Context: an optimization exercise on an open-source flow, tuned for small area. The choices shown serve that exercise and are no tape-out recipe.
In this exercise RTL edits were held to simulation tests only and were not proved equivalent to the original.
Power is estimated from default activity; no workload was simulated.

## design/flow/run.sh

```bash
#!/bin/bash
# synth_recipe.tcl (not shown) runs the flow's synth.tcl, then flattens the netlist and writes it again
# the make line also repeats each setting of config.mk as NAME=value (left out here)
make -C /OpenROAD-flow-scripts/flow DESIGN_CONFIG=/design/flow/config.mk WORK_HOME=/design/flow/orfs CLKGATE_MAP_FILE= SYNTH_SCRIPT=/design/flow/synth_recipe.tcl finish
```

## design/flow/design.v

```verilog
module saes_sbox (
    input  wire [3:0] x,
    output wire [3:0] y
);
    assign y[0] = (~x[3] & x[2] & ~x[1]) | (~x[3] & ~x[1] & ~x[0]) | (x[3] & x[2] & x[1]) | (x[1] & x[0]);
    assign y[1] = (~x[3] & ~x[2] & x[1]) | (x[3] & ~x[2] & ~x[1]) | (x[3] & x[2] & x[1]) | (x[3] & x[0]);
    assign y[2] = (~x[3] & ~x[2] & ~x[1] & x[0]) | (x[3] & x[2]) | (x[3] & ~x[1] & ~x[0]) |
                  (x[2] & ~x[1] & ~x[0]) | (x[2] & x[1] & x[0]);
    assign y[3] = (~x[3] & ~x[2] & x[1]) | (~x[3] & ~x[0]) | (x[3] & x[2] & ~x[1]) | (x[2] & ~x[0]);
endmodule
module saes_affinv (
    input  wire [3:0] y,
    output wire [3:0] x
);
    assign x = {~(y[1] ^ y[3]), ~(y[0] ^ y[2]), y[2], ~y[3]};
endmodule
module saes_core (
    input  wire        clk,
    input  wire        rst,      
    input  wire        req,
    input  wire        we,
    input  wire [3:0]  addr,
    input  wire [15:0] wdata,
    output reg         ack,
    output wire [15:0] rdata
);
    localparam [3:0] I_DOUT = 4'd0, I_R1I = 4'd1, I_K1 = 4'd2, I_IV = 4'd5,
                     I_CHAIN = 4'd6, I_DIN = 4'd7, I_RK0 = 4'd8;
    localparam [3:0] OP_GMUL = 4'h1, OP_SUBN = 4'h2, OP_ISUBN = 4'h3, OP_SHROW = 4'h4,
                     OP_MIXC = 4'h5, OP_IMIXC = 4'h6, OP_KEXP = 4'h7, OP_ENC = 4'h8,
                     OP_DEC  = 4'h9, OP_CBCI = 4'hA, OP_CBCE = 4'hB, OP_CBCD = 4'hC;
    localparam [1:0] S_IDLE = 2'd0, S_CLR = 2'd1, S_WAIT = 2'd2, S_RUN = 2'd3;
    localparam [2:0] F_S = 3'd0, F_Z = 3'd1, F_SB = 3'd2, F_MC = 3'd3, F_IMC = 3'd4,
                     F_AF = 3'd5, F_KS = 3'd6;
    localparam [2:0] X_0 = 3'd0, X_P = 3'd1, X_SRP = 3'd2, X_GM = 3'd3, X_WD = 3'd4,
                     X_CMD = 3'd5, X_ST = 3'd6;
    reg  [143:0] ring;
    wire [15:0]  P = ring[143:128];
    reg  [3:0]   ph;
    reg  [15:0]  S;
    reg  [7:0]   cmd_code;
    reg          cv, eany;
    reg          kv;        
    reg  [1:0]   ecode;
    reg  [1:0]   st;
    reg  [2:0]   rv;        
    reg  [1:0]   stg;       
    reg          wl;        
    assign rdata = S;
    wire [3:0] opc = cmd_code[7:4];
    wire [1:0] vv  = cmd_code[3:2];
    wire [3:0] sn3, sn2, sn1, sn0;
    saes_sbox u_s3 (.x(S[15:12]), .y(sn3));
    saes_sbox u_s2 (.x(S[11:8]),  .y(sn2));
    saes_sbox u_s1 (.x(S[7:4]),   .y(sn1));
    saes_sbox u_s0 (.x(S[3:0]),   .y(sn0));
    wire [15:0] sb_s = {sn3, sn2, sn0, sn1};            
    wire [15:0] af_s;
    saes_affinv u_a3 (.y(S[15:12]), .x(af_s[15:12]));
    saes_affinv u_a2 (.y(S[11:8]),  .x(af_s[11:8]));
    saes_affinv u_a1 (.y(S[7:4]),   .x(af_s[7:4]));
    saes_affinv u_a0 (.y(S[3:0]),   .x(af_s[3:0]));
    function [3:0] mul4(input [3:0] v);
        mul4 = {v[1], v[0] ^ v[3], v[3] ^ v[2], v[2]};
    endfunction
    function [3:0] mul9(input [3:0] m);
        mul9 = {m[0], m[3], m[2], m[1] ^ m[0]};
    endfunction
    wire [15:0] mc_s = {S[15:12] ^ mul4(S[7:4]), S[11:8] ^ mul4(S[3:0]),
                        mul4(S[15:12]) ^ S[7:4], mul4(S[11:8]) ^ S[3:0]};
    wire [15:0] imc_s = {mul9(mc_s[15:12]), mul9(mc_s[11:8]), mul9(mc_s[7:4]), mul9(mc_s[3:0])};
    reg         rc2;        
    wire [7:0]  ks_hi = S[15:8] ^ sb_s[7:0] ^ (rc2 ? 8'h30 : 8'h80);
    wire [15:0] ks_s  = {ks_hi, S[7:0] ^ ks_hi};
    reg [2:0]  fsel;
    reg [2:0]  xsel;
    reg        pw;
    reg [15:0] fv, xv;
    wire gm_bit = P[3'd7 - {1'b0, rv[1:0]}];
    always @(*) begin
        case (fsel)
            F_S:     fv = S;
            F_Z:     fv = 16'h0000;
            F_SB:    fv = sb_s;
            F_MC:    fv = mc_s;
            F_IMC:   fv = imc_s;
            F_AF:    fv = af_s;
            default: fv = ks_s;
        endcase
        case (xsel)
            X_P:     xv = P;
            X_SRP:   xv = {P[15:8], P[3:0], P[7:4]};
            X_GM:    xv = {12'h000, P[3:0] & {4{gm_bit}}};
            X_WD:    xv = wdata;
            X_CMD:   xv = {8'h00, cmd_code};
            X_ST:    xv = {12'h000, eany, ecode, cv};
            default: xv = 16'h0000;
        endcase
    end
    wire [15:0] s_next  = fv ^ xv;
    wire [15:0] port_in = pw ? s_next : P;
    wire [7:0] code = wdata[7:0];
    reg legal;
    always @(*) begin
        legal = 1'b0;
        if (code[1:0] == 2'b00) begin
            case (code[7:4])
                4'h0, 4'h1, 4'h2, 4'h3, 4'h4, 4'h5, 4'h6, 4'h7, 4'hA:
                    legal = (code[3:2] == 2'b00);
                4'h8, 4'h9, 4'hB, 4'hC:
                    legal = (code[3:2] != 2'b11);
                default:
                    legal = 1'b0;
            endcase
        end
    end
    wire needs_chain = (code[7:4] == OP_CBCE) || (code[7:4] == OP_CBCD);
    reg [3:0] aid;         
    always @(*) begin
        case (addr)
            4'h0:    aid = I_DIN;
            4'h1:    aid = 4'd2;
            4'h2:    aid = 4'd3;
            4'h3:    aid = 4'd4;
            4'h4:    aid = I_IV;
            4'h7:    aid = I_DOUT;
            4'h8:    aid = I_R1I;
            4'h9:    aid = I_CHAIN;
            default: aid = I_RK0;
        endcase
    end
    wire a_ring = (addr <= 4'h4) || ((addr >= 4'h7) && (addr <= 4'hC));
    wire a_rk12 = (addr == 4'hB) || (addr == 4'hC);
    wire       enc_t = (opc == OP_ENC) || (opc == OP_CBCE);
    wire [1:0] kidx  = enc_t ? stg : (vv - stg);           
    wire [3:0] kslot = {2'b00, kidx} + 4'd2;
    wire       mid3  = (vv == 2'd2) && (stg == 2'd1);
    wire       dstg  = enc_t ? mid3 : !mid3;
    wire       first = (stg == 2'd0);
    wire       last  = (stg == vv);
    wire       tail  = (stg == vv + 2'd1);
    wire [1:0] nstep = (rv == 3'd2) ? 2'd1 : ((rv == 3'd0) ^ dstg) ? 2'd0 : 2'd2;
    reg [1:0] st_n;
    reg [2:0] rv_n;
    reg [1:0] stg_n;
    reg       ack_n, wl_n;
    reg       endrev;     
    always @(*) begin
        fsel   = F_S;
        xsel   = X_0;
        pw     = 1'b0;
        rc2    = 1'b0;
        st_n   = st;
        rv_n   = rv;
        stg_n  = stg;
        ack_n  = 1'b0;
        wl_n   = wl;
        endrev = 1'b0;
        case (st)
            S_IDLE: begin
                if (req && !ack) begin
                    if (we) begin
                        if (addr <= 4'h4) begin
                            if (!wl) begin
                                fsel = F_Z; xsel = X_WD; wl_n = 1'b1;
                            end else if (ph == aid) begin
                                pw = 1'b1; ack_n = 1'b1; wl_n = 1'b0;
                            end
                        end else begin
                            ack_n = 1'b1;
                            if (addr == 4'h5 && legal && !(needs_chain && !cv) && code[7:4] != 4'h0)
                                st_n = S_WAIT;
                        end
                    end else if (a_ring) begin
                        if (ph == aid && !wl) begin
                            fsel = F_Z;
                            if (a_rk12 && !kv) xsel = X_0;
                            else xsel = X_P;
                            if (a_rk12 && kv) wl_n = 1'b1;
                            else ack_n = 1'b1;
                        end else if (wl && ph == 4'd0) begin
                            fsel = F_KS;                      
                            if (addr == 4'hB) begin ack_n = 1'b1; wl_n = 1'b0; end
                        end else if (wl && ph == 4'd1) begin
                            fsel = F_KS; rc2 = 1'b1;          
                            ack_n = 1'b1; wl_n = 1'b0;
                        end
                    end else begin
                        fsel = F_Z; ack_n = 1'b1;
                        xsel = (addr == 4'h5) ? X_CMD : (addr == 4'h6) ? X_ST : X_0;
                    end
                end
            end
            S_CLR: begin
                fsel = F_Z; pw = 1'b1;
                if (ph == 4'd8) st_n = S_IDLE;
            end
            S_WAIT: begin
                rv_n = 3'd0; stg_n = 2'd0;
                if (ph == 4'd0) st_n = S_RUN;
            end
            default: begin  
                if (opc == OP_KEXP) begin
                    if (ph == I_K1) begin fsel = F_Z; xsel = X_P; end
                    if (ph == I_RK0) pw = 1'b1;
                    endrev = 1'b1;
                end else if (opc == OP_CBCI) begin
                    if (ph == I_IV) begin fsel = F_Z; xsel = X_P; end
                    if (ph == I_CHAIN) pw = 1'b1;
                    endrev = 1'b1;
                end else if (opc == OP_GMUL) begin
                    if (ph == I_DIN) begin
                        fsel = (rv == 3'd0) ? F_Z : F_S; xsel = X_GM;
                    end
                    if ((ph == 4'd8 || ph == 4'd0) && rv != 3'd3) fsel = F_MC;
                    if (ph == 4'd0 && rv == 3'd3) pw = 1'b1;
                    endrev = (rv == 3'd3);
                end else if (opc <= OP_IMIXC) begin
                    if (rv == 3'd0) begin
                        if (ph == I_DIN) begin
                            fsel = F_Z;
                            xsel = (opc == OP_MIXC || opc == OP_IMIXC) ? X_P : X_SRP;
                        end
                    end else begin
                        case (opc)
                            OP_SUBN:  if (ph == 4'd1) fsel = F_SB;
                            OP_ISUBN: if (ph == 4'd1 || ph == 4'd3) fsel = F_AF;
                                      else if (ph == 4'd2) fsel = F_SB;
                            OP_MIXC:  if (ph == 4'd1) fsel = F_MC;
                            OP_IMIXC: if (ph == 4'd1) fsel = F_IMC;
                            default: ;
                        endcase
                        if (ph == 4'd0) pw = 1'b1;
                        endrev = 1'b1;
                    end
                end else if (tail) begin
                    if (opc == OP_CBCD && rv == 3'd0) begin
                        if (ph == I_DIN) begin fsel = F_Z; xsel = X_P; end
                    end else begin
                        if (ph == I_CHAIN) pw = 1'b1;
                        endrev = 1'b1;
                    end
                end else if (!rv[0]) begin
                    if (ph == kslot) begin
                        fsel = F_Z; xsel = X_P;
                    end else if (ph == kslot + 4'd1 && nstep != 2'd0) begin
                        fsel = F_KS;
                    end else if (ph == kslot + 4'd2 && nstep == 2'd2) begin
                        fsel = F_KS; rc2 = 1'b1;
                    end else if (ph == I_CHAIN) begin
                        if ((first && rv == 3'd0 && opc == OP_CBCE) ||
                            (last && rv == 3'd4 && opc == OP_CBCD))
                            xsel = X_P;
                    end else if (ph == I_DIN) begin
                        if (first && rv == 3'd0) xsel = X_P;
                    end else if (ph == I_DOUT) begin
                        if (!(first && rv == 3'd0)) xsel = X_P;
                        if (rv == 3'd4) pw = 1'b1;           
                    end
                    if (rv == 3'd4 && last && opc != OP_CBCE && opc != OP_CBCD)
                        endrev = 1'b1;
                end else begin
                    if (!dstg) begin
                        if (rv == 3'd1) begin
                            if (ph == 4'd1) fsel = F_SB;
                            else if (ph == 4'd2) fsel = F_MC;
                        end else begin
                            if (ph == I_R1I && opc == OP_ENC && vv == 2'd0) pw = 1'b1;
                            else if (ph == 4'd2) fsel = F_SB;
                        end
                    end else begin
                        if (rv == 3'd1) begin
                            if (ph == 4'd1 || ph == 4'd3) fsel = F_AF;
                            else if (ph == 4'd2) fsel = F_SB;
                        end else begin
                            if (ph == 4'd1) fsel = F_IMC;
                            else if (ph == 4'd2 || ph == 4'd4) fsel = F_AF;
                            else if (ph == 4'd3) fsel = F_SB;
                        end
                    end
                    if (ph == I_DOUT) pw = 1'b1;
                end
                if (ph == 4'd0) begin
                    if (endrev) st_n = S_IDLE;
                    else if (!(opc >= OP_ENC) || tail || rv != 3'd4) rv_n = rv + 3'd1;
                    else begin
                        rv_n  = 3'd0;
                        stg_n = stg + 2'd1;
                    end
                end
            end
        endcase
        if (rst) begin
            fsel = F_Z; xsel = X_0;
        end
    end
    always @(posedge clk) begin
        ring <= {ring[127:0], port_in};
        S    <= s_next;
        rv   <= rv_n;
        stg  <= stg_n;
        if (rst) begin
            ph       <= 4'd0;
            st       <= S_CLR;
            ack      <= 1'b0;
            wl       <= 1'b0;
            cmd_code <= 8'h00;
            cv       <= 1'b0;
            kv       <= 1'b0;
            ecode    <= 2'b00;
            eany     <= 1'b0;
        end else begin
            ph  <= (ph == 4'd8) ? 4'd0 : ph + 4'd1;
            st  <= st_n;
            ack <= ack_n;
            wl  <= wl_n;
            if (st == S_IDLE && req && !ack && we && addr == 4'h5) begin
                cmd_code <= code;
                if (!legal) begin
                    ecode <= 2'b01;
                    eany  <= 1'b1;
                end else if (needs_chain && !cv) begin
                    ecode <= 2'b10;
                    eany  <= 1'b1;
                end else begin
                    ecode <= 2'b00;
                    if (code[7:4] == OP_CBCI) cv <= 1'b1;
                    if (code[7:4] == OP_KEXP) kv <= 1'b1;
                end
            end
        end
    end
endmodule
```

## design/flow/constraint.sdc

```tcl
create_clock -name core_clock -period 20.0 [get_ports {clk}]
set_input_delay 4.0000 -clock core_clock [delete_from_list [all_inputs] [get_ports {clk}]]
set_output_delay 4.0000 -clock core_clock [all_outputs]
set_load 0.01 [all_outputs]
```

## design/flow/config.mk

```make
export PLATFORM = sky130hd
export DESIGN_NAME = saes_core
export DESIGN_NICKNAME = saes_core
export VERILOG_FILES = /design/flow/design.v
export SDC_FILE = /design/flow/constraint.sdc
export NUM_CORES = 4
export LEC_CHECK = 0
export ABC_AREA = 1
export CAP_MARGIN = 20
export CORE_MARGIN = 2
export CORE_UTILIZATION = 40
export CTS_BUF_LIST = sky130_fd_sc_hd__clkbuf_8
export CTS_CLUSTER_DIAMETER = 100
export CTS_CLUSTER_SIZE = 20
export SLEW_MARGIN = 20
```

==> results.txt, run 1 <==
- The synthesized net count is 1393.
- The most numerous cell type found on the critical path is nand2_1.
- In this run, synthesis produced a sequential element count of 186.
- The cell at the root of the clock tree is clkbuf_8.
- At the pin with the least slew margin, the transition time is 879.1 ps.
- STA classifies the critical path startpoint as an input port.
- The count of cells in the finished layout, fillers not included, comes to around 1700.
- The initial DRC count is 799.
- The number of antenna repair diodes is 0.
- The number of instances in the synthesized netlist is 1310.
- In this run the vertical extent of the chip is between 150 and 200 µm.
- The setup check on the worst reg-to-reg path leaves a slack of 15820 ps.
- The most common cell after layout, fill and taps aside is nand2_1.
- The clock edge transition at the registers on the reported setup and hold paths is 120 ps.
- The time the worst path needs with I/O delays and setup is 7208 ps.
- Of the total power, registers draw 0.458.
- The worst register-to-register path begins at rv[0].
- The analysis attributes to cell leakage a power of 5.047 nW.
- The category of the critical setup timing path is input port to flip-flop.
- For this run, the total global-route usage over all layers was measured as 0.2141.
- The post-route worst hold slack is 326.4 ps.
- The final setup TNS is 0 ps.
- The final clock skew is 26.22 ps.
- Of the total power, the clock network draws 0.219.
- After synthesis, the netlist uses 50 different library cells.
- The final routed DRC violation total is 0.
- VDD sags by at most 0.00005983 V.
- The worst pin sits at a relative slew slack of 0.4085.
- Global routing finished with a remaining overflow of 0.
- The critical path required time is between 20000 and 25000 ps.
- The category of cells accounting for the largest share of critical-path delay is simple AND/OR/NAND/NOR gates.
- For this run, the number of Yosys warnings is 1.
- The core region is 23470 µm².
- The total half-perimeter wirelength after legalization and detailed placement is 20520 µm.
- The number of vias in the routed layout is 8559.
- For this design, the CTS-stage hold fixing added 0 buffers.
- The first detailed-routing pass ran for 6 iterations.
- The total chip power is approximately 0.0012 W.
- The number of buffers and inverters on the critical path is 4.
- For this run, the slowest stage of the critical path takes 590 ps.
- Counting along the longest clock path gives a buffer depth of 2.
- The post-synthesis cell area is between 9000 and 10000 µm².
- The insertion delay to the later sink of the worst-skew pair is 470 ps.
- During placement, the flow inserted port buffers numbering 40.
- The run finished with no timing, DRC or antenna violations.
- The worst-case reg-to-reg path depth is 19.
- Once detail routing completed, the nets flagged for antenna violations numbered 0.
- Yosys attributes the largest share of cell area to dfxtp_1 (38%), nand2_1 (13%), ha_1 (7.7%).
- Pin placement for this block handled roughly 40 I/O pins.
- The CTS tree is built.
- The path class of the lowest-slack min-delay path is flip-flop to flip-flop.
- From left edge to right edge, the die measures 158.8 µm.
- The number of cells after detailed placement is about 1600.
- The cell internal power dissipation is 0.0007008 W.
- The via count of the first global-routing pass is 8191.
- The most critical setup path has its startpoint at addr[0].
- The share of total power dissipated in combinational logic is 0.323.
- The maximum clock frequency is 138.7 MHz.
- Relative to the synthesized area, the layout overhead comes to 11.15%.
- The initial antenna violation count is 0.
- The share of the Yosys chip area taken by registers is 0.3935.
- For this design the total switching power over the nets is 0.0004685 W.
- The initial core utilization is 0.4086.
- The synthesized design spends more area on one cell type than any other, namely dfxtp_1.
- Entering global routing, the biggest net connects 30 pins.
- Leaving out fill and tap cells, the most frequent cells in the layout are nand2_1 (332), dfxtp_1 (181), inv_1 (159), nand3_1 (128), nor2_1 (119).
- The placer's final routability congestion estimate is 0.9395.
- The top-area cell type share of the netlist area is 0.3778.
- Dividing the detail-routed via count by the number of cells gives 5.113.
- Dividing the detail-routed wire length by the instance count gives 16.10 µm.
- STA classifies the critical path endpoint as a flip-flop.
- Setup violations remaining at the end of the flow were counted as 0.
- In this run the worst setup path terminates at S[11].
- The post-CTS setup buffer count is 0.
- Power spread over the standard cell area amounts to 109.7 nW/µm².
- The arrival time reported for the critical path endpoint is 7580 ps.
- On the critical path, the stage with the largest delay is an instance of a21oi_2.
- The net switching share of the total power is 0.4006.
- The first-pass GRT wire length is 43160 µm.
- Across the run, the number of max-cap violations was 0.
- The H-tree generated during clock tree synthesis spans 4 levels.
- The TritonCTS buffer count is 17.
- Of the available clock period, the critical path in the final layout requires 0.3604.
- The critical path runs through a total of 22 cells.
- The endpoint of the lowest-slack register-to-register path is S[11].
- The layout cell share with drive strength beyond 1 is 0.06421.
- The count of standard-cell rows is 56.
- Wires add up to 26950 µm.
- Along the worst path, the maximum fanout reaches 19.
- The number of failing hold endpoints at the final stage came to 0.
- The count of final max-slew check failures is 0.
- In this run the mean area of a mapped cell was 7.321 µm².
- Setup repair after global routing left no endpoint under its margin.
- In the final design database the tool counted roughly 1400 nets.
- The critical path goes through clkdlybuf4s50_1, inv_1, ha_1, nor2_2, inv_1, nand2_1, nand2_1, o21ai_0, nand2_1, nand2_1, nor2_1, nand3_1, nand3_1, nand2_1, a21oi_1, a21oi_2, nand3_4, o21ai_0, inv_1, nand2_1, nand3_1, and2_1.
- After filler insertion, the fill cell instance count of the layout stands at 2423.
- The floorplan die area is 25230 µm².
- The tree built by TritonCTS fans out to about 190 sinks.
- After clock tree synthesis, the repair step resized 0 gates.
worst min path at each step:
stage / end / cells past startpoint / from / slack [ps]
floorplan: ring[100] / 0 / ring[84] / 310
global placement: ring[69] / 0 / ring[53] / 310
detailed placement: ring[127] / 0 / ring[111] / 310
CTS: ring[73] / 0 / ring[57] / 330
global route: ring[73] / 0 / ring[57] / 320
finish: ring[46] / 0 / ring[30] / 330
per-stage QoR:
stage / utilization / instance area, µm² / setup slack, ps
6_report: 0.4542 / 10660 / 12790
5_1_grt: 0.4542 / 10660 / 12340
4_1_cts: 0.4542 / 10660 / 12840
3_5_place_dp: 0.4359 / 10230 / 12340
3_3_place_gp: 0.4359 / 10230 / 12440
2_1_floorplan: - / 9590 / 13740
area by class of cell:
class                           count  area (µm²)  share of cell area
Clock buffer                       17       234.0             0.02195
Clock inverter                     15       193.9             0.01819
Inverter                          168       630.6             0.05916
Multi-Input combinational cell    929        5029              0.4717
Sequential cell                   186        3774              0.3540
Tap cell                          319       399.1             0.03744
Timing Repair Buffer               40       400.4             0.03756
power by group through the flow:
stage | combinational [W] | clock [W] | sequential, W
floorplan | 0.000272 | 0 | 0.000513
global route | 0.000423 | 0.000280 | 0.000547
global placement | 0.000370 | 0 | 0.000544
detailed placement | 0.000371 | 0 | 0.000544
CTS | 0.000375 | 0.000263 | 0.000537
finish | 0.000378 | 0.000256 | 0.000536
registers in the layout, summed over array words and instances (netlist names):
register  count
ack           1
st            2
cv            1
wl            1
S            16
ph            4
ecode         2
stg           2
kv            1
eany          1
ring        144
cmd_code      8
rv            3
cell usage after synthesis (all sizes together):
| master | count |
|---|---|
| a211o | 1 |
| a211oi | 4 |
| a21oi | 47 |
| a22o | 2 |
| a22oi | 1 |
| a311oi | 1 |
| a31o | 1 |
| a31oi | 4 |
| and2 | 16 |
| buf | 15 |
| clkbuf | 12 |
| dfxtp | 181 |
| edfxtp | 5 |
| ha | 59 |
| inv | 168 |
| nand2 | 354 |
| nand3 | 134 |
| nand3b | 7 |
| nand4 | 38 |
| nor2 | 125 |
| nor3 | 17 |
| nor3b | 1 |
| nor4 | 3 |
| o2111ai | 4 |
| o211ai | 6 |
| o21a | 1 |
| o21ai | 59 |
| o22ai | 1 |
| o311ai | 1 |
| o41ai | 1 |
| or2 | 5 |
| xnor2 | 4 |
| xor2 | 32 |
cell families (layout without fill, tap and decap cells):
group	after synthesis	after routing	synth area share
compound gates	134	134	0.08037
xor+xnor	36	36	0.03288
fa+ha+maj	59	59	0.07697
buf+inv	195	240	0.08219
flops	186	186	0.3935
simple gates	700	700	0.3341
routing by layer:
layer | track usage | vias up | wire length (µm)
met5 | 0 | - | 0
met4 | 0.07381 | 0 | 666
met3 | 0.03083 | 38 | 1385
met2 | 0.3509 | 291 | 12370
met1 | 0.2882 | 3939 | 12530
li1 | - | 4291 | -
worst register-to-register path, stage by stage, from the launching register on:
cell and delay [ps]:
edfxtp_1 720, inv_1 240, ha_1 270, nand2_1 240, inv_1 180, nand2_1 170
nor3_1 90, a21oi_1 140, nand2_1 80, nand2_1 60, nand2_1 60, nand2_1 70
nand2_2 80, a21oi_2 640, nand3_4 380, o21ai_0 280, inv_1 60, nand2_1 80
nand3_1 80, and2_1 180
==> inputs of run 2 (changes only) <==
==> design/flow/flow/run.sh (new file) <==
#!/bin/bash
# Own layout flow: the standard flow, except that synthesis maps the logic
# with an area-oriented ABC script (flow/abc_area.script) and without Yosys's
# adder extraction, and the port buffers are the smallest buffer. The
# registers, their names and cell types are those of the standard synthesis.
set -euo pipefail
WORK=$(pwd)

# ORFS scripts with our ABC script in place of abc_area.script
rm -rf "$WORK/scripts_area"
cp -r "$FLOW_HOME/scripts" "$WORK/scripts_area"
cp "$WORK/flow/abc_area.script" "$WORK/scripts_area/abc_area.script"

bash standard.sh synth SCRIPTS_DIR="$WORK/scripts_area" ADDER_MAP_FILE= \
    > "$WORK/synth.log" 2>&1
CTS="-sink_clustering_enable -repair_clock_nets -sink_clustering_size 20"
CTS="$CTS -sink_clustering_max_diameter 100 -buf_list sky130_fd_sc_hd__clkbuf_8 -dont_use_dummy_load"
bash standard.sh finish "BUFFER_PORTS_ARGS=-buffer_cell sky130_fd_sc_hd__buf_1" "CTS_ARGS=$CTS" \
    > "$WORK/layout.log" 2>&1
test -f "$WORK/out/final.def"
==> design/flow/flow/abc_area.script (new file) <==
strash
&get -n
&deepsyn -T 60
&put
dch
map -a
topo
==> design/flow/standard.sh (new file) <==
#!/bin/bash
# synth_recipe.tcl (not shown) runs the flow's synth.tcl, then flattens the netlist and writes it again
# the make line also repeats each setting of config.mk as NAME=value (left out here)
make -C /OpenROAD-flow-scripts/flow DESIGN_CONFIG=/design/flow/config.mk WORK_HOME=/design/flow/orfs CLKGATE_MAP_FILE= SYNTH_SCRIPT=/design/flow/synth_recipe.tcl "${@:-finish}"
removed: design/flow/run.sh
==> results.txt, run 2 <==
- The vias per cell is 5.374 (was 5.113).
- The fraction of power consumed by the clock network came to 0.320 (was 0.219).
- The top-area cell type share of the netlist area is 0.5085 (was 0.3778).
- The post-route worst hold slack is 307.3 ps (was 326.4 ps).
- Regs by FF count: ring x144, S x16, cmd_code x8 (unchanged).
- The number of ports placed on the die boundary is 41 (unchanged).
- The TritonCTS buffer count is 17 (unchanged).
- The arrival time reported for the critical path endpoint is 8170 ps (was 7580 ps).
- The number of instances in the synthesized netlist is 859 (was 1310).
- The number of distinct standard cells referenced by the synthesized netlist is 36 (was 50).
- Cell types with the largest area share after synthesis: dfxtp_1 (51%), nand2_1 (7.3%), clkinv_1 (6.0%) (was dfxtp_1 (38%), nand2_1 (13%), ha_1 (7.7%)).
- The overall routing resource usage was 0.2071 (was 0.2141).
- The most used cell along the critical path is clkinv_1 (was nand2_1).
- Top post-synthesis cells by count: dfxtp_1 (181), nand2_1 (138), clkinv_1 (113) (was nand2_1 (332), dfxtp_1 (181), inv_1 (159)).
- The number of synthesized flops with an enable pin was 5 (unchanged).
- The max-cap violation count is 0 (unchanged).
- The number of detailed-routing iterations run before antenna repair came to 5 (was 6).
- The highest ir drop seen on vdd is 0.00005714 V (was 0.00005983 V).
- The final layout net count was 943 (was 1425).
- The clock edge transition at the registers on the reported setup and hold paths is 90 ps (was 120 ps).
- The switching power is 0.0001247 W (was 0.0004685 W).
- The highest cell delay on the worst timing path is 750 ps (was 590 ps).
- The floorplan die area was 18900 µm² (was 25230 µm²).
- The sort of element at the start of the critical path was an input port (unchanged).
- The cell taking the most area after synthesis was dfxtp_1 (unchanged).
- The endpoint of the lowest-slack register-to-register path is ring[7] (was S[11]).
- The mean instance size in the synthesized netlist is 8.295 µm² (was 7.321 µm²).
- The total number of yosys warnings is 1 (unchanged).
- The combined buffer and inverter count along the critical path is 7 (was 4).
- The worst-case headroom to the max-slew limit is 0.3321 (was 0.4085).
- The count of fill cells added during filler insertion is 1742 (was 2423).
- The net switching share of the total power was 0.2157 (was 0.4006).
- The register share of total power was 0.646 (was 0.458).
- The transition time at the pin with the least slew margin is 998.2 ps (was 879.1 ps).
- The quantity of hold-fixing buffers added after cts is 0 (unchanged).
- The maximum level of the CTS H-tree was 4 (unchanged).
- The final routed DRC violation total is 0 (unchanged).
- The time the worst path needs with I/O delays and setup is 7863 ps (was 7208 ps).
- The layout cell share with drive strength beyond 1 is 0.02399 (was 0.06421).
- The cell internal power dissipation is 0.0004534 W (was 0.0007008 W).
- The maximum clock frequency is 127.2 MHz (was 138.7 MHz).
- The number of antenna repair diodes is 0 (unchanged).
- The number of setup violations in the final report is 0 (unchanged).
- The critical path required time came to 20310 ps (was 20380 ps).
- The placer's final routability congestion estimate is 0.9893 (was 0.9395).
- The worst-path cell with the longest stage delay was nor2_1 (was a21oi_2).
- The final routed wirelength across all metal layers was 18710 µm (was 26950 µm).
- The initial antenna violation count is 0 (unchanged).
- The number of failing hold endpoints at the final stage is 0 (unchanged).
- The insertion delay to the later sink of the worst-skew pair is 450 ps (was 470 ps).
- RSZ-0062 raised after global routing: false (unchanged).
- The largest buffer count on any clock path is 2 (unchanged).
- The number of vias in the routed layout is 6137 (was 8559).
- The most flop-heavy register is ring (unchanged).
- The first-pass GRT wire length came to 29700 µm (was 43160 µm).
- The post-synthesis sequential element count is 186 (unchanged).
- The source of the critical timing path was addr[1] (was addr[0]).
- The fraction of power consumed by combinational cells is 0.035 (was 0.323).
- The average wire per cell in the routed design came to 16.38 µm (was 16.10 µm).
- Result of the run: timing/DRC/antenna clean (unchanged).
- The largest driver fanout on the critical path came to 12 (was 19).
- The category of cells accounting for the largest share of critical-path delay is simple AND/OR/NAND/NOR gates (unchanged).
- The number of buffer cells added on primary ports came to 40 (unchanged).
- The static leakage is 2.840 nW (was 5.047 nW).
- The flip-flop count of the largest register, all copies and words added is 144 (unchanged).
- The worst-case reg-to-reg path depth was 27 (was 19).
- The initial core utilization is 0.4105 (was 0.4086).
- The share of the cycle needed by the critical path after routing is 0.3931 (was 0.3604).
- The area growth from synthesis to layout is 9.447% (was 11.15%).
- The post-synthesis cell area is 7126 µm² (was 9590 µm²).
- The cell with the most instances after synthesis was dfxtp_1 (was nand2_1).
- The synthesized net count is 883 (was 1393).
- Highest-count cells in the layout ignoring fill and taps: dfxtp_1 (181), nand2_1 (138), clkinv_1 (113), nor2_1 (101), o21ai_0 (71) (was nand2_1 (332), dfxtp_1 (181), inv_1 (159), nand3_1 (128), nor2_1 (119)).
- The most common cell after layout, fill and taps aside is dfxtp_1 (was nand2_1).
- The areal power density over the cells is 74.12 nW/µm² (was 109.7 nW/µm²).
- The die span in x came to 137.5 µm (was 158.8 µm).
- Series of cell instances along the critical path: buf_1, clkinv_1, nand2_1, nand2_1, clkinv_1, nor2_1, clkinv_1, o311ai_0, nand2_1, clkinv_1, a21oi_1, clkinv_1, a31oi_1, a21oi_1, nor2_1, nor2_1, clkinv_1, nor2_1, nor3_1, a221oi_1, o21ai_0, a32o_1, nand2_1, nand2_1 (was clkdlybuf4s50_1, inv_1, ha_1, nor2_2, inv_1, nand2_1, nand2_1, o21ai_0, nand2_1, nand2_1, nor2_1, nand3_1, nand3_1, nand2_1, a21oi_1, a21oi_2, nand3_4, o21ai_0, inv_1, nand2_1, nand3_1, and2_1).
- The count of standard-cell rows is 48 (was 56).
- The clock sink total is 186 (unchanged).
- The startpoint of the lowest-slack register-to-register path is cmd_code[5] (was rv[0]).
- The count of final max-slew check failures was 0 (unchanged).
- The maximum number of pins on one net before global-route repair came to 20 (was 30).
- The initial DRC count is 571 (was 799).
- The CTS tree is built (unchanged).
- The core outline area is 17360 µm² (was 23470 µm²).
- The category of the critical setup timing path is input port to flip-flop (unchanged).
- The number of logic stages on the critical path including buffering is 24 (was 22).
- The via count of the first global-routing pass is 5669 (was 8191).
- The count of antenna-violating nets left after detailed routing is 0 (unchanged).
- The post-CTS setup buffer count came to 0 (unchanged).
- The critical path capture point is ring[7] (was S[11]).
- The total half-perimeter wirelength after legalization and detailed placement is 14040 µm (was 20520 µm).
- The sequential cell area fraction in the yosys report is 0.5296 (was 0.3935).
- The predominant post-synthesis flop cell was dfxtp_1 (unchanged).
- The final clock skew is 31.11 ps (was 26.22 ps).
- The kind of end point of the critical path is a flip-flop (unchanged).
- The register-to-register setup slack is 14250 ps (was 15820 ps).
- The fraction of registers with async set/reset is 0 (unchanged).
- The remaining global-route overflow is 0 (unchanged).
- The final setup TNS was 0 ps (unchanged).
- The cell at the root of the clock tree is clkbuf_8 (unchanged).
- The path class of the lowest-slack min-delay path was flip-flop to flip-flop (unchanged).
- The number of cells upsized or downsized after cts is 0 (unchanged).
- The height of the chip came to 137.5 µm (was 158.8 µm).
==> run 2: changes by cell type after synthesis, sizes merged, moves of 15 or more <==
cell and delta:
clkinv +113, nor2 -24, buf -15, nand3 -109, and2 -16, nand2 -216, o22ai +20, inv -168
nand4 -35, ha -59
==> run 2: layout make-up <==
class	instances	area [µm²]	share of cell area
clock buffers	17	234.0	0.03000
flip-flops and latches	186	3774	0.4839
multi-input cells	560	2928	0.3754
inverters	113	424.2	0.05439
well taps	225	281.5	0.03610
repair buffers	41	157.7	0.02021
==> run 2: worst min-delay path by stage <==
stage	startpoint	to	slack, ps	depth (start not counted)
6_report	ring[112]	ring[128]	310	0
2_1_floorplan	ring[84]	ring[100]	310	0
5_1_grt	ring[3]	ring[19]	300	0
3_5_place_dp	ring[107]	ring[123]	310	0
4_1_cts	ring[3]	ring[19]	300	0
3_3_place_gp	ring[108]	ring[124]	310	0
==> run 2: logic make-up after synthesis <==
logic type | count (synthesis) | synth area share
xor gates and xnor gates | 42 | 0.05162
DFF | 186 | 0.5296
and+or+nand+nor | 307 | 0.1763
buffers and inverters | 113 | 0.05953
muxes | 1 | 0.001580
AOI/OAI and AO/OA | 210 | 0.1814
==> run 2: per-layer routing <==
metal | vias up | GRT usage | share of wire | wire length (µm)
li1 | 3045 | - | - | -
met1 | 2830 | 0.2839 | 0.47 | 8880
met3 | 31 | 0.04525 | 0.059 | 1103
met4 | 0 | 0.08076 | 0.020 | 377
met5 | - | 0 | 0 | 0
met2 | 231 | 0.3181 | 0.45 | 8348
==> run 2: power groups by stage <==
| stage | Combinational [W] | Clock, W | Sequential (W) |
|---|---|---|---|
| 3_3_place_gp | 0.0000199 | 0 | 0.000382 |
| 2_1_floorplan | 0.0000126 | 0 | 0.000381 |
| 5_1_grt | 0.0000228 | 0.000207 | 0.000373 |
| 3_5_place_dp | 0.0000197 | 0 | 0.000382 |
| 4_1_cts | 0.0000198 | 0.000192 | 0.000373 |
| 6_report | 0.0000200 | 0.000185 | 0.000373 |
==> run 2: metrics by stage <==
step / worst slack, ps / utilization / std cells / power, W / instance area (µm²)
6_report: 12140 / 0.4493 / 1142 / 0.0005781 / 7799
3_3_place_gp: 11610 / 0.4358 / 1125 / 0.0004018 / 7565
4_1_cts: 12240 / 0.4493 / 1142 / 0.0005854 / 7799
2_1_floorplan: 12950 / - / 859 / 0.0003940 / 7126
5_1_grt: 11640 / 0.4493 / 1142 / 0.0006033 / 7799
3_5_place_dp: 11780 / 0.4358 / 1125 / 0.0004016 / 7565
==> inputs of run 3 (changes only) <==
--- a/design/flow/flow/run.sh
+++ b/design/flow/flow/run.sh
@@ -15,4 +15,4 @@
     > "$WORK/synth.log" 2>&1
-CTS="-sink_clustering_enable -repair_clock_nets -sink_clustering_size 20"
-CTS="$CTS -sink_clustering_max_diameter 100 -buf_list sky130_fd_sc_hd__clkbuf_8 -dont_use_dummy_load"
+CTS="-sink_clustering_enable -repair_clock_nets -sink_clustering_size 45"
+CTS="$CTS -sink_clustering_max_diameter 200 -buf_list sky130_fd_sc_hd__clkbuf_8 -dont_use_dummy_load"
 bash standard.sh finish "BUFFER_PORTS_ARGS=-buffer_cell sky130_fd_sc_hd__buf_1" "CTS_ARGS=$CTS" \
==> results.txt, run 3 <==
- The quantity of hold-fixing buffers added after cts came to 0 (unchanged).
- The static leakage is 2.840 nW (unchanged).
- The cell at the root of the clock tree is clkbuf_8 (unchanged).
- The maximum number of pins on one net before global-route repair is 20 (unchanged).
- The layout cell share with drive strength beyond 1 is 0.02399 (unchanged).
- The overall routing resource usage came to 0.2071 (unchanged).
- The core outline area was 17360 µm² (unchanged).
- The total number of yosys warnings is 1 (unchanged).
- Cell types with the largest area share after synthesis: dfxtp_1 (51%), nand2_1 (7.3%), clkinv_1 (6.0%) (unchanged).
- The path class of the lowest-slack min-delay path is flip-flop to flip-flop (unchanged).
- The number of buffer cells added on primary ports is 40 (unchanged).
- The CTS tree was built (unchanged).
- The most common cell after layout, fill and taps aside is dfxtp_1 (unchanged).
- The transition time at the pin with the least slew margin is 998.2 ps (unchanged).
- The insertion delay to the later sink of the worst-skew pair is 450 ps (about the same).
- The mean instance size in the synthesized netlist is 8.295 µm² (unchanged).
- The time the worst path needs with I/O delays and setup is 7863 ps (unchanged).
- The most flop-heavy register is ring (unchanged).
- The flip-flop count of the largest register, all copies and words added is 144 (unchanged).
- The vias per cell is 5.374 (unchanged).
- The via count of the first global-routing pass is 5669 (unchanged).
- Result of the run: timing/DRC/antenna clean (unchanged).
- The combined flip-flop and latch cell area is 3774 µm² (unchanged).
- The sequential cell area fraction in the yosys report came to 0.5296 (unchanged).
- The final routed DRC violation total was 0 (unchanged).
- The number of failing hold endpoints at the final stage is 0 (unchanged).
- The post-route worst hold slack was 307.3 ps (unchanged).
- RSZ-0062 raised after global routing: false (unchanged).
- The post-synthesis cell area was 7126 µm² (unchanged).
- The largest buffer count on any clock path was 2 (unchanged).
- Regs by FF count: ring x144, S x16, cmd_code x8 (unchanged).
- The maximum level of the CTS H-tree is 4 (unchanged).
- The max-cap violation count is 0 (unchanged).
- The highest ir drop seen on vdd came to 0.00005714 V (unchanged).
- The count of standard-cell rows is 48 (unchanged).
- The initial antenna violation count is 0 (unchanged).
- The number of instances in the synthesized netlist is 859 (unchanged).
- The placer's final routability congestion estimate came to 0.9893 (unchanged).
- The initial core utilization is 0.4105 (unchanged).
- The final routed wirelength across all metal layers came to 18710 µm (unchanged).
- Top post-synthesis cells by count: dfxtp_1 (181), nand2_1 (138), clkinv_1 (113) (unchanged).
- The first-pass GRT wire length was 29700 µm (unchanged).
- The number of cells upsized or downsized after cts is 0 (unchanged).
- The post-CTS setup buffer count is 0 (unchanged).
- The category of the critical setup timing path is input port to flip-flop (unchanged).
- The clock edge transition at the registers on the reported setup and hold paths came to 90 ps (about the same).
- Highest-count cells in the layout ignoring fill and taps: dfxtp_1 (181), nand2_1 (138), clkinv_1 (113), nor2_1 (101), o21ai_0 (71) (unchanged).
- The final clock skew is 31.11 ps (unchanged).
- The predominant post-synthesis flop cell is dfxtp_1 (unchanged).
- The number of cells after detailed placement came to 1125 (unchanged).
- The total half-perimeter wirelength after legalization and detailed placement is 14040 µm (unchanged).
- The average wire per cell in the routed design is 16.38 µm (unchanged).
- The initial DRC count is 571 (unchanged).
- The area growth from synthesis to layout is 9.447% (unchanged).
- The cell taking the most area after synthesis is dfxtp_1 (unchanged).
- The total area of multi-input combinational cells is 2928 µm² (unchanged).
- The floorplan die area came to 18900 µm² (unchanged).
- The remaining global-route overflow is 0 (unchanged).
- The number of vias in the routed layout is 6137 (unchanged).
- The count of antenna-violating nets left after detailed routing is 0 (unchanged).
- The fraction of registers with async set/reset is 0 (unchanged).
- The arrival time reported for the critical path endpoint came to 8170 ps (about the same).
- The worst-case headroom to the max-slew limit is 0.3321 (unchanged).
- The number of detailed-routing iterations run before antenna repair is 5 (unchanged).
- The count of fill cells added during filler insertion is 1742 (unchanged).
- The cell with the most instances after synthesis is dfxtp_1 (unchanged).
- The kind of end point of the critical path is a flip-flop (unchanged).
- The largest driver fanout on the critical path is 12 (unchanged).
- The number of synthesized flops with an enable pin is 5 (unchanged).
- The final layout net count was 943 (unchanged).
- The height of the chip is 137.5 µm (unchanged).
- The maximum clock frequency is 127.2 MHz (unchanged).
- The areal power density over the cells was 74.12 nW/µm² (unchanged).
- The total chip power came to 0.0005781 W (unchanged).
- The clock sink total came to 186 (unchanged).
- The critical path required time came to 20310 ps (about the same).
- The post-synthesis sequential element count is 186 (unchanged).
- The number of setup violations in the final report came to 0 (unchanged).
- The number of ports placed on the die boundary is 41 (unchanged).
- The die span in x is 137.5 µm (unchanged).
- The final setup TNS is 0 ps (unchanged).
- The sort of element at the start of the critical path is an input port (unchanged).
- The count of final max-slew check failures was 0 (unchanged).
- The share of the cycle needed by the critical path after routing is 0.3931 (unchanged).
- The final cell count without fillers is 1142 (unchanged).
- The number of distinct standard cells referenced by the synthesized netlist is 36 (unchanged).
- The top-area cell type share of the netlist area came to 0.5085 (unchanged).
- The number of antenna repair diodes was 0 (unchanged).
- The TritonCTS buffer count came to 17 (unchanged).
- The synthesized net count was 883 (unchanged).
## run 3: cell counts in the layout (fill, tap and decap cells not counted)
No cell type changed its count.
## run 3: cell type report
type,count,area share
flip-flops and latches,186,0.4839
clock buffers,17,0.03000
inverters,113,0.05439
well taps,225,0.03610
repair buffers,41,0.02021
multi-input cells,560,0.3754
## run 3: cell families (layout without fill, tap and decap cells)
logic type | after synthesis | in the layout | synth area share
flip-flops | 186 | 186 | 0.5296
AND/OR/NAND/NOR | 307 | 307 | 0.1763
XOR/XNOR | 42 | 42 | 0.05162
buffers and inverters | 113 | 171 | 0.05953
AO/OA/AOI/OAI | 210 | 210 | 0.1814
multiplexers | 1 | 1 | 0.001580
## run 3: path summary, 6_finish.rpt
path,endpoint,slack [ps],from,cells after the start
min reg2reg,ring[128],310,ring[112],0
max reg2reg,ring[7],14250,cmd_code[5],27
min,ring[128],310,ring[112],0
max,ring[7],12140,addr[1],24
## run 3: worst max-delay path: stages
cell and delay [ps]:
buf_1 130, clkinv_1 100, nand2_1 80, nand2_1 80
clkinv_1 80, nor2_1 170, clkinv_1 130, o311ai_0 300
nand2_1 130, clkinv_1 70, a21oi_1 70, clkinv_1 70
a31oi_1 70, a21oi_1 170, nor2_1 90, nor2_1 750
clkinv_1 480, nor2_1 250, nor3_1 70, a221oi_1 300
o21ai_0 150, a32o_1 260, nand2_1 60, nand2_1 100
## run 3: layer usage
layer  wire (µm)  vias to the layer above  global-route usage
met5           0                        -                   0
met4         377                        0             0.08076
met3        1103                       31             0.04525
met2        8348                      231              0.3181
met1        8880                     2830              0.2839
li1            -                     3045                   -
## run 3: through the flow
stage | utilization | setup slack (ps) | instance area, µm²
after global routing | 0.4493 | 11640 | 7799
after detailed placement | 0.4358 | 11780 | 7565
final | 0.4493 | 12140 | 7799
after CTS | 0.4493 | 12240 | 7799
after floorplan | - | 12950 | 7126
after global placement | 0.4358 | 11610 | 7565
## run 3: report_power, final
group	switching, W	leakage [nW]	internal (W)
clock	0.000109	0.122	0.0000753
combinational	0.0000140	1.22	0.00000596
sequential	0.00000121	1.50	0.000372
total	0.000125	2.84	0.000453
==> inputs of run 4 (changes only) <==
--- a/design/flow/flow/run.sh
+++ b/design/flow/flow/run.sh
@@ -15,4 +15,4 @@
     > "$WORK/synth.log" 2>&1
-CTS="-sink_clustering_enable -repair_clock_nets -sink_clustering_size 45"
-CTS="$CTS -sink_clustering_max_diameter 200 -buf_list sky130_fd_sc_hd__clkbuf_8 -dont_use_dummy_load"
+CTS="-sink_clustering_enable -repair_clock_nets -sink_clustering_size 30"
+CTS="$CTS -sink_clustering_max_diameter 150 -buf_list sky130_fd_sc_hd__clkbuf_8 -dont_use_dummy_load"
 bash standard.sh finish "BUFFER_PORTS_ARGS=-buffer_cell sky130_fd_sc_hd__buf_1" "CTS_ARGS=$CTS" \
==> results.txt, run 4 <==
- The category of cells accounting for the largest share of critical-path delay is simple AND/OR/NAND/NOR gates (unchanged).
- The number of detailed-routing iterations run before antenna repair was 5 (unchanged).
- The final setup TNS is 0 ps (unchanged).
- The count of antenna-violating nets left after detailed routing is 0 (unchanged).
- The cell with the most instances after synthesis is dfxtp_1 (unchanged).
- The quantity of hold-fixing buffers added after cts was 0 (unchanged).
- The critical path required time came to 20310 ps (about the same).
- The largest buffer count on any clock path is 2 (unchanged).
- The via count of the first global-routing pass is 5669 (unchanged).
- The number of buffer cells added on primary ports is 40 (unchanged).
- The combined buffer and inverter count along the critical path is 7 (unchanged).
- The final layout net count is 943 (unchanged).
- The post-synthesis cell area is 7126 µm² (unchanged).
- The post-route worst hold slack is 307.3 ps (unchanged).
- The cell at the root of the clock tree is clkbuf_8 (unchanged).
- The highest ir drop seen on vdd came to 0.00005714 V (unchanged).
- The number of vias in the routed layout was 6137 (unchanged).
- The count of standard-cell rows is 48 (unchanged).
- The CTS tree is built (unchanged).
- The count of final max-slew check failures is 0 (unchanged).
- The TritonCTS buffer count is 17 (unchanged).
- The clock edge transition at the registers on the reported setup and hold paths was 90 ps (about the same).
- The path class of the lowest-slack min-delay path was flip-flop to flip-flop (unchanged).
- The die span in x came to 137.5 µm (unchanged).
- The kind of end point of the critical path is a flip-flop (unchanged).
- The flip-flop count of the largest register, all copies and words added is 144 (unchanged).
- RSZ-0062 raised after global routing: false (unchanged).
- The post-CTS setup buffer count is 0 (unchanged).
- Regs by FF count: ring x144, S x16, cmd_code x8 (unchanged).
- The final routed wirelength across all metal layers is 18710 µm (unchanged).
- The sort of element at the start of the critical path is an input port (unchanged).
- The overall routing resource usage is 0.2071 (unchanged).
- The final cell count without fillers was 1142 (unchanged).
- The average wire per cell in the routed design is 16.38 µm (unchanged).
- The number of setup violations in the final report came to 0 (unchanged).
- The floorplan die area is 18900 µm² (unchanged).
- The time the worst path needs with I/O delays and setup came to 7863 ps (unchanged).
- The worst-path cell with the longest stage delay was nor2_1 (unchanged).
- The number of cells upsized or downsized after cts is 0 (unchanged).
- The initial antenna violation count came to 0 (unchanged).
- Series of cell instances along the critical path: buf_1, clkinv_1, nand2_1, nand2_1, clkinv_1, nor2_1, clkinv_1, o311ai_0, nand2_1, clkinv_1, a21oi_1, clkinv_1, a31oi_1, a21oi_1, nor2_1, nor2_1, clkinv_1, nor2_1, nor3_1, a221oi_1, o21ai_0, a32o_1, nand2_1, nand2_1 (unchanged).
- The final critical-path setup slack is 12140 ps (unchanged).
- The max-cap violation count came to 0 (unchanged).
- The sequential cell area fraction in the yosys report is 0.5296 (unchanged).
- Cell types with the largest area share after synthesis: dfxtp_1 (51%), nand2_1 (7.3%), clkinv_1 (6.0%) (unchanged).
- The static leakage was 2.840 nW (unchanged).
- The number of antenna repair diodes is 0 (unchanged).
- The fraction of registers with async set/reset is 0 (unchanged).
- The placer's final routability congestion estimate is 0.9893 (unchanged).
- The mean instance size in the synthesized netlist is 8.295 µm² (unchanged).
- The number of failing hold endpoints at the final stage is 0 (unchanged).
- The total number of yosys warnings is 1 (unchanged).
- Result of the run: timing/DRC/antenna clean (unchanged).
- The final routed DRC violation total came to 0 (unchanged).
- The layout cell share with drive strength beyond 1 came to 0.02399 (unchanged).
- The number of synthesized flops with an enable pin is 5 (unchanged).
- The areal power density over the cells is 74.12 nW/µm² (unchanged).
- The number of instances in the synthesized netlist is 859 (unchanged).
- The post-synthesis sequential element count was 186 (unchanged).
- The height of the chip came to 137.5 µm (unchanged).
- The predominant post-synthesis flop cell is dfxtp_1 (unchanged).
- The clock sink total is 186 (unchanged).
- The final clock skew is 31.11 ps (unchanged).
- The worst-case headroom to the max-slew limit came to 0.3321 (unchanged).
- The initial core utilization is 0.4105 (unchanged).
- The insertion delay to the later sink of the worst-skew pair is 450 ps (about the same).
- The maximum clock frequency is 127.2 MHz (unchanged).
- The highest cell delay on the worst timing path came to 750 ps (about the same).
- The number of distinct standard cells referenced by the synthesized netlist is 36 (unchanged).
- Highest-count cells in the layout ignoring fill and taps: dfxtp_1 (181), nand2_1 (138), clkinv_1 (113), nor2_1 (101), o21ai_0 (71) (unchanged).
- The initial DRC count is 571 (unchanged).
- The most flop-heavy register is ring (unchanged).
- The most common cell after layout, fill and taps aside is dfxtp_1 (unchanged).
- The core outline area is 17360 µm² (unchanged).
- The area growth from synthesis to layout is 9.447% (unchanged).
- The maximum number of pins on one net before global-route repair came to 20 (unchanged).
- The most used cell along the critical path is clkinv_1 (unchanged).
- The vias per cell came to 5.374 (unchanged).
- The arrival time reported for the critical path endpoint is 8170 ps (about the same).
- The share of the cycle needed by the critical path after routing is 0.3931 (unchanged).
- The transition time at the pin with the least slew margin is 998.2 ps (unchanged).
- The core utilization of the finished layout is 0.4493 (unchanged).
- The synthesized net count is 883 (unchanged).
- The post-placement setup slack is 11780 ps (unchanged).
- The remaining global-route overflow came to 0 (unchanged).
- The largest driver fanout on the critical path was 12 (unchanged).
- The cell taking the most area after synthesis is dfxtp_1 (unchanged).
- The number of cells after detailed placement is 1125 (unchanged).
- Top post-synthesis cells by count: dfxtp_1 (181), nand2_1 (138), clkinv_1 (113) (unchanged).
- The category of the critical setup timing path was input port to flip-flop (unchanged).
- The total half-perimeter wirelength after legalization and detailed placement is 14040 µm (unchanged).
- The first-pass GRT wire length is 29700 µm (unchanged).
- The number of ports placed on the die boundary is 41 (unchanged).
- The maximum level of the CTS H-tree is 4 (unchanged).
- The top-area cell type share of the netlist area is 0.5085 (unchanged).
-- run 4: cell counts after synthesis --
Identical to the previous run, type by type.
-- run 4: per-stage QoR --
stage	instance area, µm²	power, W
finish	7799	0.0005781
global route	7799	0.0006033
CTS	7799	0.0005854
detailed placement	7565	0.0004016
global placement	7565	0.0004018
floorplan	7126	0.0003940
-- run 4: routing by layer --
| metal | vias up | routed length, µm | global-route usage |
|---|---|---|---|
| met1 | 2830 | 8880 | 0.2839 |
| met3 | 31 | 1103 | 0.04525 |
| li1 | 3045 | - | - |
| met4 | 0 | 377 | 0.08076 |
| met2 | 231 | 8348 | 0.3181 |
| met5 | - | 0 | 0 |
-- run 4: cells by family (layout without fill, tap and decap cells) --
logic type,after synthesis,after routing,synth area share
AND/OR/NAND/NOR,307,307,0.1763
XOR/XNOR,42,42,0.05162
multiplexers,1,1,0.001580
AO/OA/AOI/OAI,210,210,0.1814
buffers and inverters,113,171,0.05953
flip-flops,186,186,0.5296
-- run 4: report_power, final --
group | leakage [nW] | total (W) | internal (W) | switching, W
Clock | 0.122 | 0.000185 | 0.0000753 | 0.000109
Sequential | 1.50 | 0.000373 | 0.000372 | 0.00000121
Combinational | 1.22 | 0.0000200 | 0.00000596 | 0.0000140
-- run 4: path summary, 6_finish.rpt --
kind / startpoint / endpoint / slack [ps] / cells past startpoint
worst min-delay path: ring[112] / ring[128] / 310 / 0
worst max-delay path: addr[1] / ring[7] / 12140 / 24
worst min register to register: ring[112] / ring[128] / 310 / 0
worst max register to register: cmd_code[5] / ring[7] / 14250 / 27
-- run 4: layout make-up --
type,instances,area [µm²]
clock buffers,17,234.0
fillers,1742,9558
inverters,113,424.2
multi-input cells,560,2928
flip-flops and latches,186,3774
well taps,225,281.5
repair buffers,41,157.7
==> inputs of run 5 (changes only) <==
--- a/design/flow/flow/run.sh
+++ b/design/flow/flow/run.sh
@@ -15,5 +15,3 @@
     > "$WORK/synth.log" 2>&1
-CTS="-sink_clustering_enable -repair_clock_nets -sink_clustering_size 30"
-CTS="$CTS -sink_clustering_max_diameter 150 -buf_list sky130_fd_sc_hd__clkbuf_8 -dont_use_dummy_load"
-bash standard.sh finish "BUFFER_PORTS_ARGS=-buffer_cell sky130_fd_sc_hd__buf_1" "CTS_ARGS=$CTS" \
+bash standard.sh finish "BUFFER_PORTS_ARGS=-buffer_cell sky130_fd_sc_hd__buf_1" \
     > "$WORK/layout.log" 2>&1
==> results.txt, run 5 <==
- The areal power density over the cells came to 80.72 nW/µm² (was 74.12 nW/µm²).
- The highest ir drop seen on vdd is 0.00005781 V (was 0.00005714 V).
- The remaining global-route overflow is 0 (unchanged).
- The insertion delay to the later sink of the worst-skew pair came to 460 ps (was 450 ps).
- The number of ports placed on the die boundary is 41 (unchanged).
- The register-to-register setup slack was 14280 ps (was 14250 ps).
- The startpoint of the lowest-slack register-to-register path is cmd_code[5] (unchanged).
- The sequential cell area fraction in the yosys report is 0.5296 (unchanged).
- The maximum number of pins on one net before global-route repair was 20 (unchanged).
- The most common cell after layout, fill and taps aside was dfxtp_1 (unchanged).
- The synthesized net count is 883 (unchanged).
- The cell at the root of the clock tree is clkbuf_8 (unchanged).
- Top post-synthesis cells by count: dfxtp_1 (181), nand2_1 (138), clkinv_1 (113) (unchanged).
- The final routed wirelength across all metal layers is 18880 µm (was 18710 µm).
- The worst min-delay path endpoint is ring[124] (was ring[128]).
- The top-area cell type share of the netlist area is 0.5085 (unchanged).
- The initial antenna violation count came to 0 (unchanged).
- The final setup TNS is 0 ps (unchanged).
- The static leakage is 2.920 nW (was 2.840 nW).
- The number of failing hold endpoints at the final stage is 0 (unchanged).
- The total number of yosys warnings is 1 (unchanged).
- The area growth from synthesis to layout is 11.82% (was 9.447%).
- The average wire per cell in the routed design is 16.32 µm (was 16.38 µm).
- The transition time at the pin with the least slew margin came to 983.4 ps (was 998.2 ps).
- The kind of end point of the critical path is a flip-flop (unchanged).
- Regs by FF count: ring x144, S x16, cmd_code x8 (unchanged).
- The maximum level of the CTS H-tree is 4 (unchanged).
- The number of synthesized flops with an enable pin is 5 (unchanged).
- The number of distinct standard cells referenced by the synthesized netlist is 36 (unchanged).
- The quantity of hold-fixing buffers added after cts is 0 (unchanged).
- The number of cells upsized or downsized after cts is 0 (unchanged).
- The time the worst path needs with I/O delays and setup came to 7787 ps (was 7863 ps).
- The flip-flop count of the largest register, all copies and words added is 144 (unchanged).
- The floorplan die area is 18900 µm² (unchanged).
- The cell with the most instances after synthesis is dfxtp_1 (unchanged).
- The via count of the first global-routing pass came to 5735 (was 5669).
- The final routed DRC violation total is 0 (unchanged).
- The number of setup violations in the final report is 0 (unchanged).
- The number of buffer cells added on primary ports came to 40 (unchanged).
- RSZ-0062 raised after global routing: false (unchanged).
- The number of vias in the routed layout is 6217 (was 6137).
- The number of detailed-routing iterations run before antenna repair is 6 (was 5).
- The worst-case headroom to the max-slew limit is 0.3394 (was 0.3321).
- The sort of element at the start of the critical path is an input port (unchanged).
- The maximum clock frequency came to 128.4 MHz (was 127.2 MHz).
- The post-placement setup slack is 11780 ps (unchanged).
- The height of the chip came to 137.5 µm (unchanged).
- Result of the run: timing/DRC/antenna clean (unchanged).
- The largest buffer count on any clock path is 2 (unchanged).
- The final clock skew was 16.81 ps (was 31.11 ps).
- The count of final max-slew check failures was 0 (unchanged).
- The total chip power is 0.0006432 W (was 0.0005781 W).
- The placer's final routability congestion estimate is 0.9893 (unchanged).
- The path class of the lowest-slack min-delay path was flip-flop to flip-flop (unchanged).
- The endpoint of the lowest-slack register-to-register path is ring[7] (unchanged).
- The TritonCTS buffer count is 17 (unchanged).
- The cell area after layout is 7968 µm² (was 7799 µm²).
- Cell types with the largest area share after synthesis: dfxtp_1 (51%), nand2_1 (7.3%), clkinv_1 (6.0%) (unchanged).
- The predominant post-synthesis flop cell is dfxtp_1 (unchanged).
- The number of antenna repair diodes was 0 (unchanged).
- The die span in x is 137.5 µm (unchanged).
- The total half-perimeter wirelength after legalization and detailed placement is 14040 µm (unchanged).
- The count of standard-cell rows is 48 (unchanged).
- The worst-case reg-to-reg path depth was 27 (unchanged).
- The fraction of registers with async set/reset is 0 (unchanged).
- The layout cell share with drive strength beyond 1 is 0.03863 (was 0.02399).
- The initial DRC count came to 568 (was 571).
- Highest-count cells in the layout ignoring fill and taps: dfxtp_1 (181), nand2_1 (138), clkinv_1 (113), nor2_1 (101), o21ai_0 (71) (unchanged).
- The largest driver fanout on the critical path came to 12 (unchanged).
- The final layout net count is 943 (unchanged).
- The final critical-path setup slack is 12210 ps (was 12140 ps).
- The initial core utilization is 0.4105 (unchanged).
- The max-cap violation count was 0 (unchanged).
- The clock sink total is 186 (unchanged).
- The share of the cycle needed by the critical path after routing is 0.3894 (was 0.3931).
- The clock edge transition at the registers on the reported setup and hold paths is 100 ps (was 90 ps).
- The post-CTS setup buffer count is 0 (unchanged).
- The cell area reported after detailed placement is 7565 µm² (unchanged).
- The first-pass GRT wire length is 29880 µm (was 29700 µm).
- The core outline area is 17360 µm² (unchanged).
- The most flop-heavy register is ring (unchanged).
- The CTS tree is built (unchanged).
- The number of cells on the worst hold path came to 0 (unchanged).
- The number of instances in the synthesized netlist is 859 (unchanged).
- The count of antenna-violating nets left after detailed routing came to 0 (unchanged).
- The vias per cell is 5.373 (was 5.374).
- The startpoint of the most critical hold path was ring[108] (was ring[112]).
- The post-synthesis cell area was 7126 µm² (unchanged).
- The cell taking the most area after synthesis was dfxtp_1 (unchanged).
- The arrival time reported for the critical path endpoint is 8120 ps (was 8170 ps).
- The critical path required time is 20330 ps (was 20310 ps).
- The category of the critical setup timing path is input port to flip-flop (unchanged).
- The source of the critical timing path is addr[1] (unchanged).
- The post-synthesis sequential element count was 186 (unchanged).
- The overall routing resource usage is 0.2081 (was 0.2071).
- The mean instance size in the synthesized netlist was 8.295 µm² (unchanged).
## run 5: cell counts after synthesis
Identical to the previous run, type by type.
## run 5: critical path, cell delays in order
cell	delay, ps
buf_1	120
clkinv_1	100
nand2_1	80
nand2_1	80
clkinv_1	80
nor2_1	170
clkinv_1	130
o311ai_0	300
nand2_1	130
clkinv_1	70
a21oi_1	70
clkinv_1	70
a31oi_1	70
a21oi_1	170
nor2_1	90
nor2_1	740
clkinv_1	470
nor2_1	240
nor3_1	70
a221oi_1	280
o21ai_0	150
a32o_1	260
nand2_1	60
nand2_1	100
## run 5: worst max path at each step
| stage | to |
|---|---|
| after floorplan | ring[7] |
| after global placement | ring[7] |
| after detailed placement | ring[7] |
| after CTS | ring[7] |
| after global routing | ring[8] |
| final | ring[7] |
## run 5: kinds of logic (layout without fill, tap and decap cells)
family / count (synthesis) / count (layout) / synth area share
buffers and inverters: 113 / 186 / 0.05953
AO/OA/AOI/OAI: 210 / 210 / 0.1814
XOR/XNOR: 42 / 42 / 0.05162
multiplexers: 1 / 1 / 0.001580
AND/OR/NAND/NOR: 307 / 307 / 0.1763
flip-flops: 186 / 186 / 0.5296
## run 5: power by group
part           internal, W  total [W]  leakage (nW)  switching, W
combinational   0.00000596  0.0000200          1.22     0.0000141
clock             0.000107   0.000250         0.203      0.000143
sequential        0.000372   0.000373          1.50    0.00000124
total             0.000485   0.000643          2.92      0.000158
## run 5: layer usage
layer  GRT usage  share of wire  vias up
met5           0              0        -
met4     0.08076          0.025        0
met3     0.04783          0.067       51
met2      0.3209           0.44      218
met1      0.2829           0.47     2874
li1            -              -     3074
## run 5: area by class of cell
cell class              count  area (µm²)
clock buffers              18       247.7
clock inverters            14       155.1
fillers                  1731        9389
inverters                 113       424.2
multi-input cells         560        2928
flip-flops and latches    186        3774
well taps                 225       281.5
repair buffers             41       157.7
## run 5: per-stage QoR
step	util	hold slack [ps]	std cells
final	0.4591	324.6	1157
after global routing	0.4591	330.5	1157
after CTS	0.4591	327.0	1157
after detailed placement	0.4358	312.1	1125
after global placement	0.4358	310.0	1125
after floorplan	-	309.6	859

-- static timing again, ports no longer ideal --
In the flow no input, the clock included, has a driving cell. The finished layouts below were timed again as built, in two steps. Step 1 sets driving cells, clkbuf_16 on the clock port and buf_2 on the other inputs (assumed; they add their load-dependent delay and slew). Step 2 moves the port delays by t, midway between the first and last clock arrival at a register: inputs arrive t later, outputs are due t later. That takes back most of the time a late clock gives input paths. a / b / c = ideal ports / drivers / drivers and shift; a / b = the first two.
| run | shift t [ns] | setup WS [ns] | latest minus earliest clock arrival (ns) | pins driven straight from the clock port |
|---|---|---|---|---|
| run 1 | 0.495 | 12.792 / 12.810 / 12.315 | 0.028 / 0.028 | 1 |
| run 2 | 0.476 | 12.138 / 12.159 / 11.683 | 0.031 / 0.031 | 1 |
| run 3 | 0.476 | 12.138 / 12.159 / 11.683 | 0.031 / 0.031 | 1 |
| run 4 | 0.476 | 12.138 / 12.159 / 11.683 | 0.031 / 0.031 | 1 |
| run 5 | 0.492 | 12.213 / 12.234 / 11.741 | 0.017 / 0.017 | 1 |
After both steps every run listed still meets setup and hold. For run 1, which loses most, drivers alone change the setup slack by +0.018 ns; drivers and shift together by -0.477 ns.
